From an optimization exercise on the open Yosys and OpenROAD flow, aimed at small area, a short achievable clock period and few clock cycles per item; shortcuts taken in it are not production practice. Where RTL was checked, it was by simulation tests only, not by an equivalence proof against the original. No activity file was given, so power comes from the tool's default toggle rates.

==> flow/design.v <==
module pha_engine (
    input  wire        clk,
    input  wire        rst,
    input  wire        cmd_valid,
    output wire        cmd_ready,
    input  wire [31:0] cmd,
    output wire        rsp_valid,
    output wire [1:0]  rsp_status,
    output wire [13:0] rsp_result,
    output wire [3:0]  rsp_bpe,
    output wire [8:0]  rsp_pal_len,
    output wire        mem_en,
    output reg         mem_we,
    output reg  [10:0] mem_addr,
    output reg  [63:0] mem_wdata,
    input  wire [63:0] mem_rdata
);
    localparam integer HB = 8;                      
    localparam [10:0]  CLR_LAST = 11'd1023 + (11'd1 << HB);
    localparam [10-HB:0] BKT = 1 << (10 - HB);      
    localparam [3:0] OP_INIT = 4'h1;
    localparam [3:0] OP_GET  = 4'h2;
    localparam [3:0] OP_SET  = 4'h3;
    localparam [3:0] OP_PEEK = 4'h4;
    localparam [1:0] ST_OK       = 2'd0;
    localparam [1:0] ST_ILLEGAL  = 2'd1;
    localparam [1:0] ST_REJECTED = 2'd2;
    localparam [2:0] S_CLR  = 3'd0;   
    localparam [2:0] S_IDLE = 3'd1;   
    localparam [2:0] S_SH   = 3'd2;   
    localparam [2:0] S_SR   = 3'd3;   
    localparam [2:0] S_SC   = 3'd4;   
    localparam [2:0] S_ACK  = 3'd5;   
    localparam [2:0] S_PR   = 3'd6;   
    localparam [2:0] S_SCN  = 3'd7;   
    reg [2:0]  state;
    reg [8:0]  pal_len;
    reg        direct;
    reg        fault;
    reg [1:0]  epoch;
    reg [10:0] ctr;       
    reg [13:0] vq;        
    reg        t1;        
    reg        tq;        
    reg        t2;        
    reg        t_peek;
    reg [1:0]  t_slot;
    reg        rv;        
    reg [1:0]  rst_q;     
    wire [3:0]  op   = cmd[3:0];
    wire [1:0]  slot = cmd[5:4];
    wire [9:0]  cwrd = cmd[15:6];
    wire [13:0] v    = cmd[29:16];
    reg legal;
    always @(*) begin
        case (op)
            OP_INIT: legal = (cmd[31:4] == 28'd0);
            OP_GET:  legal = (cmd[31:16] == 16'd0);
            OP_SET:  legal = (cmd[31:30] == 2'd0);
            OP_PEEK: legal = (cmd[31:16] == 16'd0);
            default: legal = 1'b0;
        endcase
    end
    wire [15:0] t_sv  = mem_rdata[16*t_slot +: 16];
    wire        t_ok  = (t_sv[15:14] == epoch);
    wire [13:0] t_val = t_ok ? t_sv[13:0] : 14'd0;
    wire        t_np  = t1 & t_peek & ~direct & t_ok;
    wire        m0     = (mem_rdata[15:0]  == {epoch, vq});
    wire        m1     = (mem_rdata[47:32] == {epoch, vq});
    wire        b_hit  = m0 | m1;
    wire [7:0]  b_k    = m0 ? mem_rdata[23:16] : mem_rdata[55:48];
    wire        b_e0   = (mem_rdata[31:30] == epoch);    
    wire        b_full = b_e0 & (mem_rdata[63:62] == epoch);
    wire        pal_full = pal_len[8];
    wire        t2_miss  = t2 & ~b_hit & b_full;    
    wire [10:0] nxt_b    = {ctr[10:HB], ctr[HB-1:0] + 1'b1};
    wire        w_clr = (state == S_CLR);
    wire        st_sc = (state == S_SC) | (state == S_SCN);
    wire        w_bkt = (state == S_SH);
    reg  [3:0]  w_sel;
    always @(*) begin
        w_sel = 4'b1111;
        if (st_sc) w_sel = 4'b0001 << slot;
        if (w_bkt)         w_sel = b_e0 ? 4'b1100 : 4'b0011;
    end
    wire [1:0]  w_ep   = w_clr ? 2'b11 : epoch;
    wire [13:0] w_even = w_clr ? 14'd0 : vq;
    wire [13:0] w_odd  = w_clr ? 14'd0 : w_bkt ? {6'd0, pal_len[7:0]} : vq;
    integer g;
    always @(*) begin
        for (g = 0; g < 4; g = g + 1)
            mem_wdata[16*g +: 16] = w_sel[g] ? {w_ep, (g % 2 == 1) ? w_odd : w_even}
                                             : mem_rdata[16*g +: 16];
    end
    wire stall  = t_np | tq | t2_miss;
    wire go     = (state == S_IDLE) & cmd_valid & ~stall;
    wire is_set = (op == OP_SET);
    wire set_h  = ~direct & (|v);    
    assign cmd_ready = ((state == S_IDLE) & ~stall & ~is_set) |
                       st_sc | (state == S_ACK);
    assign mem_en = 1'b1;
    wire [10:0] a_cell = {1'b0, cwrd};
    wire        sh_cell = b_hit;
    wire        sh_ins  = ~b_hit & ~b_full;
    always @(*) begin
        mem_we   = 1'b0;
        mem_addr = a_cell;
        case (state)
            S_CLR: begin
                mem_we   = 1'b1;
                mem_addr = ctr;
            end
            S_IDLE: begin
                if (tq)
                    mem_addr = ctr;
                else if (is_set & set_h)
                    mem_addr = {BKT, v[HB-1:0]};
            end
            S_SH: begin
                mem_we = sh_ins;
                if (!sh_cell) mem_addr = ctr;
            end
            S_PR: mem_addr = ctr;
            S_SC, S_SCN: mem_we = 1'b1;
            default: ;
        endcase
    end
    assign rsp_valid   = rv | (t1 & ~t_np) | (t2 & ~t2_miss);
    assign rsp_status  = rst_q;
    assign rsp_result  = t1 ? t_val : (t2 & b_hit) ? {6'd0, b_k} : 14'd0;
    assign rsp_pal_len = pal_len;
    assign rsp_bpe     = direct          ? 4'd14 :
                         (pal_len > 128) ? 4'd8  :
                         (pal_len > 64)  ? 4'd7  :
                         (pal_len > 32)  ? 4'd6  :
                         (pal_len > 16)  ? 4'd5  : 4'd4;
    always @(posedge clk) begin
        rv <= 1'b0;
        t1 <= 1'b0;
        tq <= t_np | t2_miss;
        t2 <= tq;
        if (t_np) begin
            vq  <= t_sv[13:0];
            ctr <= {BKT, t_sv[HB-1:0]};
        end
        if (t2_miss)
            ctr <= nxt_b;
        if (rst) begin
            state   <= S_CLR;
            ctr     <= 11'd0;
            epoch   <= 2'd0;
            pal_len <= 9'd1;
            direct  <= 1'b0;
            fault   <= 1'b0;
            tq      <= 1'b0;
            t2      <= 1'b0;
            rst_q   <= ST_OK;
        end else begin
            case (state)
                S_CLR: begin
                    ctr <= ctr + 11'd1;
                    if (ctr == CLR_LAST) state <= S_IDLE;
                end
                S_IDLE: begin
                    if (go) begin
                        rst_q <= ST_OK;
                        if (fault) begin
                            rv    <= ~is_set;
                            rst_q <= ST_REJECTED;
                            if (is_set) state <= S_ACK;
                        end else if (!legal) begin
                            rv    <= ~is_set;
                            rst_q <= ST_ILLEGAL;
                            fault <= 1'b1;
                            if (is_set) state <= S_ACK;
                        end else begin
                            case (op)
                                OP_INIT: begin
                                    rv      <= 1'b1;
                                    pal_len <= 9'd1;
                                    direct  <= 1'b0;
                                    epoch   <= epoch + 2'd1;
                                    if (epoch == 2'd2) begin
                                        epoch <= 2'd0;
                                        ctr   <= 11'd0;
                                        state <= S_CLR;
                                    end
                                end
                                OP_SET: begin
                                    vq    <= v;
                                    ctr   <= {BKT, v[HB-1:0]};
                                    state <= set_h ? S_SH : S_SC;
                                end
                                default: begin  
                                    t1     <= 1'b1;
                                    t_peek <= (op == OP_PEEK);
                                    t_slot <= slot;
                                end
                            endcase
                        end
                    end
                end
                S_SH: begin
                    if (b_hit) begin
                        state <= S_SC;
                    end else if (b_full) begin
                        ctr   <= nxt_b;
                        state <= S_PR;
                    end else begin
                        state <= S_SR;
                    end
                end
                S_SR: state <= S_SCN;
                S_PR: state <= S_SH;
                S_SC: begin
                    rv    <= 1'b1;
                    state <= S_IDLE;
                end
                S_SCN: begin
                    rv    <= 1'b1;
                    state <= S_IDLE;
                    if (pal_full) begin
                        direct  <= 1'b1;
                        pal_len <= 9'd0;
                    end else begin
                        pal_len <= pal_len + 9'd1;
                    end
                end
                S_ACK: begin
                    rv    <= 1'b1;
                    state <= S_IDLE;
                end
                default: state <= S_IDLE;
            endcase
        end
    end
endmodule
Settings: LEC_CHECK=0, CAP_MARGIN=20, CORE_MARGIN=2, CORE_UTILIZATION=40, CTS_BUF_LIST=sky130_fd_sc_hd__clkbuf_8, PLACE_DENSITY=0.6, SLEW_MARGIN=20; clock period 28.0 ns.
standard.sh (not shown) runs the stock make flow with config.mk's settings and CLKGATE_MAP_FILE= SYNTH_SCRIPT=/design/flow/synth_recipe.tcl, a recipe that flattens the netlist after the stock synthesis.
==> flow/flow/run.sh <==
#!/bin/bash
# The standard layout (standard.sh) with two changes:
#  - plain buf_1 cells as the port buffers;
#  - synthesis maps logic with yosys's own ABC script for liberty cells
#    (run by flow/my_synth.tcl) instead of ORFS's delay script. The
#    registers, the -nofsm -noshare synth, the flattening and the
#    renaming are as in synth_recipe.tcl.
# Each tool's output goes to the ORFS logs under orfs/logs; make's own
# output goes to standard.log.
set -o pipefail
here=$(pwd)
sed "s#SYNTH_SCRIPT=[^ ]*synth_recipe.tcl#SYNTH_SCRIPT=$here/flow/my_synth.tcl#" standard.sh > my_standard.sh
export BUFFER_PORTS_ARGS="-buffer_cell sky130_fd_sc_hd__buf_1"
export MY_ABC_D=3000
bash my_standard.sh > standard.log 2>&1
==> flow/flow/my_synth.tcl <==
proc synth {args} { yosys synth -nofsm -noshare {*}$args }
# Technology mapping with the ABC script named by MY_ABC_SCRIPT (yosys's
# own script for liberty cells if unset) instead of ORFS's delay script,
# with a delay target of MY_ABC_D ps if set.
proc abc {args} {
  set i [lsearch -exact $args -script]
  if {$i >= 0} { set args [lreplace $args $i [expr {$i + 1}]] }
  set i [lsearch -exact $args -D]
  if {$i >= 0} { set args [lreplace $args $i [expr {$i + 1}]] }
  if {[info exists ::env(MY_ABC_D)] && $::env(MY_ABC_D) ne ""} { lappend args -D $::env(MY_ABC_D) }
  if {[info exists ::env(MY_ABC_SCRIPT)] && $::env(MY_ABC_SCRIPT) ne ""} { set args [linsert $args 0 -script $::env(MY_ABC_SCRIPT)] }
  yosys abc {*}$args
}
source $::env(SCRIPTS_DIR)/synth.tcl
# left out here: clear keep_hierarchy, flatten, clean up, hide names made inside functions, write 1_2_yosys.v
Next try:
--- a/flow/design.v
+++ b/flow/design.v
@@ -65,5 +65,5 @@
     wire        t_ok  = (t_sv[15:14] == epoch);
     wire [13:0] t_val = t_ok ? t_sv[13:0] : 14'd0;
-    wire        t_np  = t1 & t_peek & ~direct & t_ok;
+    wire        t_np  = t1 & t_peek & ~direct & t_ok & (|t_sv[13:0]);
     wire        m0     = (mem_rdata[15:0]  == {epoch, vq});
     wire        m1     = (mem_rdata[47:32] == {epoch, vq});
The new run produced a clean layout.
Wire length decreases by a few percent.
Flip-flop and latch count does not change.
Combinational power came out higher to 2.7 times its value.
Global-route usage increases by 0.13 points.
Utilization came out lower by 0.26 points.
Worst setup slack gains 0.43 ns.
Critical path depth decreases by 1.
Register-to-register slack is better by 0.21 ns.
Maximum frequency rises by a few percent.
Power rose by a quarter to a third.
Synthesized cell count came out lower by a few percent.
Design area fell by a few percent.
Count of clock-buffer cells in the layout rose by 3.
Synthesized area went down by a few percent.
Testbench counts after the change, summed over its fixed seeds: cycles 72,309, cmds 28,816.
Function not checked in the first run of this note: the RTL went through the layout flow alone.

[afterwards: timing with drivers on the ports]
The results above use ideal ports. As a check the final layouts listed here were re-extracted and re-timed, cells and wires unchanged.
Step 1 (the two cells are an assumption about what drives the block):
set clk [get_ports {clk}]
set_driving_cell -lib_cell sky130_fd_sc_hd__clkbuf_16 $clk
set_driving_cell -lib_cell sky130_fd_sc_hd__buf_2 [delete_from_list [all_inputs] $clk]
Step 2 times the ports against the registers' clock, not the clock port: input delays grow and output delays shrink by t, the midpoint of the rising clock arrivals with the driver on.
a / b / c = ideal ports / drivers / drivers and shift; a / b = the first two.
run	t (ns)	setup slack, ns	worst setup path after step 2	worst register clock-pin slew, ns
the first run	0.348	13.615 / 13.595 / 13.595	input to output	0.10 / 0.10
the second run	0.345	14.043 / 14.015 / 14.015	input to output	0.10 / 0.10
After both steps every run listed still meets setup and hold. For the second run, which loses most, drivers alone change the setup slack by -0.028 ns; drivers and shift together by -0.028 ns.
